This design comes from an exercise in tuning for a short achievable clock period and few clock cycles on the open sky130 flow, not from production work. Only simulation tests tie the RTL to the original design; equivalence was not proved. Power figures rest on the tool's default switching activity, not on a simulated workload.

==> flow/design.v (excerpt) <==
module wblsm_core (
    input  wire        clk,
    input  wire        rst,
    input  wire [31:0] prog_len,
    output wire [31:0] prog_addr,
    input  wire [31:0] prog_data,
    output wire [1:0]  status,
    output wire [2:0]  cause,
    output wire [31:0] result,
    output wire [4:0]  depth
);
Size: roughly 1900 flip-flops, ~140 I/O pins, ~0.13 sq mm of cells after synthesis.
Settings: LEC_CHECK=0, ABC_CLOCK_PERIOD_IN_PS=3000, CAP_MARGIN=20, CORE_MARGIN=2, CORE_UTILIZATION=45, PLACE_DENSITY=0.65, SLEW_MARGIN=20, SYNTH_HIERARCHICAL=1; clock period 12.0 ns.
standard.sh (not shown) runs the stock make flow with config.mk's settings and CLKGATE_MAP_FILE= SYNTH_SCRIPT=/design/flow/synth_recipe.tcl, a recipe that flattens the netlist after the stock synthesis.
==> flow/flow/run.sh <==
#!/bin/bash
# Standard synthesis, then the standard layout with timing repair aimed
# below the design's period (a larger setup margin).
set -euo pipefail
bash standard.sh synth > synth.log 2>&1
bash standard.sh SETUP_SLACK_MARGIN=8.5 finish > layout.log 2>&1
Testbench counts at the start, summed over its fixed seeds: cycles 579,335.
Change:
--- a/flow/design.v
+++ b/flow/design.v
@@ -58,17 +58,16 @@
     reg [31:0] fr_top;
     reg [34:0] fa_b;             
     reg [223:0] fa_r;            
     reg [511:0] mem;             
     reg        pend;             
     reg        pfix;             
     reg        nred;             
     reg [31:0] Nc;
-    reg        tc;               
     reg [31:0] m_r0, m_r1, m_r2, m_r3, m_r4, m_r5;
     reg        dbusy;
     reg [4:0]  dcnt;
     reg [31:0] dq;               
     reg [31:0] dr;               
     reg [31:0] db1;
     reg [33:0] db3;
     reg        dmod;
@@ -164,17 +163,16 @@
         if (!d_m3[34])      begin d_nr = d_m3[31:0]; d_qd = 2'd3; end
         else if (!d_m2[34]) begin d_nr = d_m2[31:0]; d_qd = 2'd2; end
         else if (!d_m1[34]) begin d_nr = d_m1[31:0]; d_qd = 2'd1; end
         else                begin d_nr = d_x[31:0];  d_qd = 2'd0; end
     end
     wire is_push = eop[O_LC0] | eop[O_LC1];
     wire [31:0] push_c = {31'd0, eop[O_LC1]};
     wire rd_N    = (eop[O_WRITE] && has2) || is_push || (eop[O_DUP] && has1) ||
-                   (eop[O_ADD] && has2 && !tc) ||
                    ((eop[O_POP] || eop[O_JUMP] || eop[O_CALL]) && has1) ||
                    (eop[O_RET] && has_frm && trunc) ||
                    ((eop[O_SUB] || eop[O_MUL] || eop[O_DIV] || eop[O_MOD]) && has2);
     wire nres    = nred && !pend && !pfix && !dbusy && rd_N;
     wire e_run   = !pend && !pfix && !dbusy && !nres;
     wire m_push  = pend && is_push && !full;         
     wire m_fix   = pend && !m_push;                  
     wire d_done  = dbusy && (dcnt == 5'd16);
@@ -186,18 +184,19 @@
     wire f_jump  = e_run && eop[O_JUMP] && has1;
     wire f_call  = e_run && eop[O_CALL] && has1;
     wire f_ret   = e_run && eop[O_RET] && has_frm;
     wire f_add   = e_run && eop[O_ADD] && has2;
     wire f_sub   = e_run && eop[O_SUB] && has2;
     wire f_mul   = e_run && eop[O_MUL] && has2;
     wire f_div   = e_run && (eop[O_DIV] || eop[O_MOD]) && has2;
     wire t_zero  = (T == 32'd0);
-    wire [32:0] add3_w   = {N, 1'b1} + {Nc, T[0]};   
-    wire [31:0] add3_val = add3_w[32:1];
+    wire [31:0] a3s, a3c;
+    assign {a3c, a3s} = csa(N, Nc, T);
+    wire [31:0] add3_val = a3s + a3c;                
     wire [31:0] nres_val = N + Nc;
     wire [31:0] pfix_val = dq + dr;
     wire f_add2  = f_add && !nred;
     wire f_add3  = f_add && nred;
     wire x_load  = f_load && load_bad;
     wire x_write = f_write && write_bad;
     wire x_push  = f_push && full;
     wire x_call  = f_call && ffull;
@@ -242,19 +241,18 @@
     wire [2:0] ca_n = (x_load || x_write) ? C_MEM_RANGE : x_push ? C_STACK_OVF :
                       x_call ? C_FRAME_OVF : x_div ? C_DIV_ZERO : C_NONE;
     wire xfer   = f_jump || call_w || ret_w;
     wire t_eq   = (T == ea);
     wire r_eq   = (fr_top == ea);
     wire x_eq   = ret_w ? r_eq : t_eq;
     wire stall  = ((m_fix || pfix) && ev) || nres || div_step || f_div ||
                   (f_ret && trunc2);
-    wire redir  = e_run && !epre && xfer;
-    wire x_kill = epre && xfer && x_eq;
-    wire [31:0] tgt = x_eq ? ea1 : f_ret ? fr_top : T;
+    wire redir  = e_run && (epre ? ((!xfer && !(f_ret && trunc2)) || (xfer && x_eq)) : xfer);
+    wire [31:0] tgt = (epre || x_eq) ? ea1 : f_ret ? fr_top : T;
     wire [3:0]  fp_n   = call_w ? fp + 4'd1 : ret_w ? fp - 4'd1 : fp;
     wire        x_ok   = dv && !d_end && e_run && !epre && !eend;
     wire        e_none = (eop == 15'd0);
     wire        jc_ok  = x_ok && ((eop[O_ADD] && has2 && !nred) ||
                                   (is_push && !full) || (e_none && has1));
     wire        rt_ok  = x_ok && has_frm &&
                          !(eop[O_JUMP] || eop[O_CALL] || eop[O_RET] ||
                            eop[O_DIV] || eop[O_MOD]);
@@ -320,25 +318,16 @@
             has1     <= 1'b0;
             has2     <= 1'b0;
             full     <= 1'b0;
             has_frm  <= 1'b0;
             ffull    <= 1'b0;
             trunc    <= 1'b0;
             trunc2   <= 1'b0;
             nred     <= 1'b0;
-            tc       <= 1'b0;
-            Nc       <= 32'd0;
-            dq       <= 32'd0;       
-            dr       <= 32'd0;       
-            db1      <= 32'd0;
-            db3      <= 34'd0;
-            ea       <= 32'd0;
-            fb_top   <= 5'd0;
-            fr_top   <= 32'd0;
             dbusy    <= 1'b0;
             dcnt     <= 5'd0;
         end else if (run) begin
             status_q <= status_n;
             cause_q  <= ca_n;
             sp   <= sp_n;
             T    <= T_n;
             N    <= N_n;
@@ -346,17 +335,16 @@
             has1    <= (sp_n != 5'd0);
             has2    <= (sp_n >= 5'd2);
             full    <= (sp_n == 5'd16);
             has_frm <= (fp_n != 4'd0);
             ffull   <= (fp_n == 4'd8);
             trunc   <= ({1'b0, sp_n} > {1'b0, fb_top_n});
             trunc2  <= ({1'b0, sp_n} > {1'b0, fb_top_n} + 6'd1);
             pfix <= m_fix;
-            tc   <= m_push || (tc && sT_hold);
             if (m_push) begin
                 Nc   <= b7;
                 nred <= 1'b1;
             end else if (nres || f_add3) begin
                 nred <= 1'b0;
             end
             if (sh_dn)       sh <= {sh[415:0], N};
             else if (sh_up1) sh <= {32'd0, sh[447:32]};
@@ -397,17 +385,17 @@
                 dr   <= d_nr;
                 dq   <= {dq[29:0], d_qd};
                 dcnt <= dcnt + 5'd1;
             end else if (div_done) begin
                 dbusy <= 1'b0;
             end
             da <= pa;
             pa   <= pa_nx;
-            dv   <= !redir && !stall && !d_xfer && !x_kill;
+            dv   <= !redir && !stall && !d_xfer;
             epre <= d_xfer;
             eop  <= eop_nx;
             if (redir) begin
                 ev   <= 1'b0;
                 eend <= 1'b0;
             end else if (!stall) begin
                 ev   <= dv;
                 eend <= dv & d_end;
What happened: The changed run completed with no timing, DRC or antenna violations. Final area rose by 5.9%. Count of clock-buffer cells in the layout rose by 3. Synthesized area fell by 0.53%. Critical path depth fell by 5. Wire length fell by 1.8%. Via count rose by 1.3%. Hold slack stays flat. Utilization rose by 3.7 points. Clock power rose by about 2%. Synthesized cell count fell by 3.3%. Register-to-register slack got worse by 0.66 ns. Setup slack got worse by 0.66 ns. Cell count barely changes.
Testbench counts after the change, summed over its fixed seeds: cycles 579,335.

==> afterwards: timing with drivers on the ports <==
Ports are ideal in the flow. The routed layouts listed here were re-timed in OpenROAD.
Step 1, drivers: a clkbuf_16 drives clk and a buf_2 each remaining input, both assumed.
Step 2 times the ports against the registers' clock, not the clock port: input delays grow and output delays shrink by t, the midpoint of the rising clock arrivals with the driver on.
Three values: ideal ports, drivers, drivers and shift; two values: the first two.
run	t, ns	slack for setup (ns)	hold WS [ns]	worst setup path after step 2	clock arrival spread, ns
the first run	1.039	7.951 / 7.951 / 7.214	0.454 / 0.454 / 0.454	input to register	0.110 / 0.111
the second run	1.022	7.289 / 7.289 / 7.077	0.451 / 0.451 / 0.451	input to register	0.126 / 0.125
After both steps setup and hold are still met in every run listed. For the first run, which loses most, drivers alone change the setup slack by 0.000 ns; drivers and shift together by -0.737 ns.
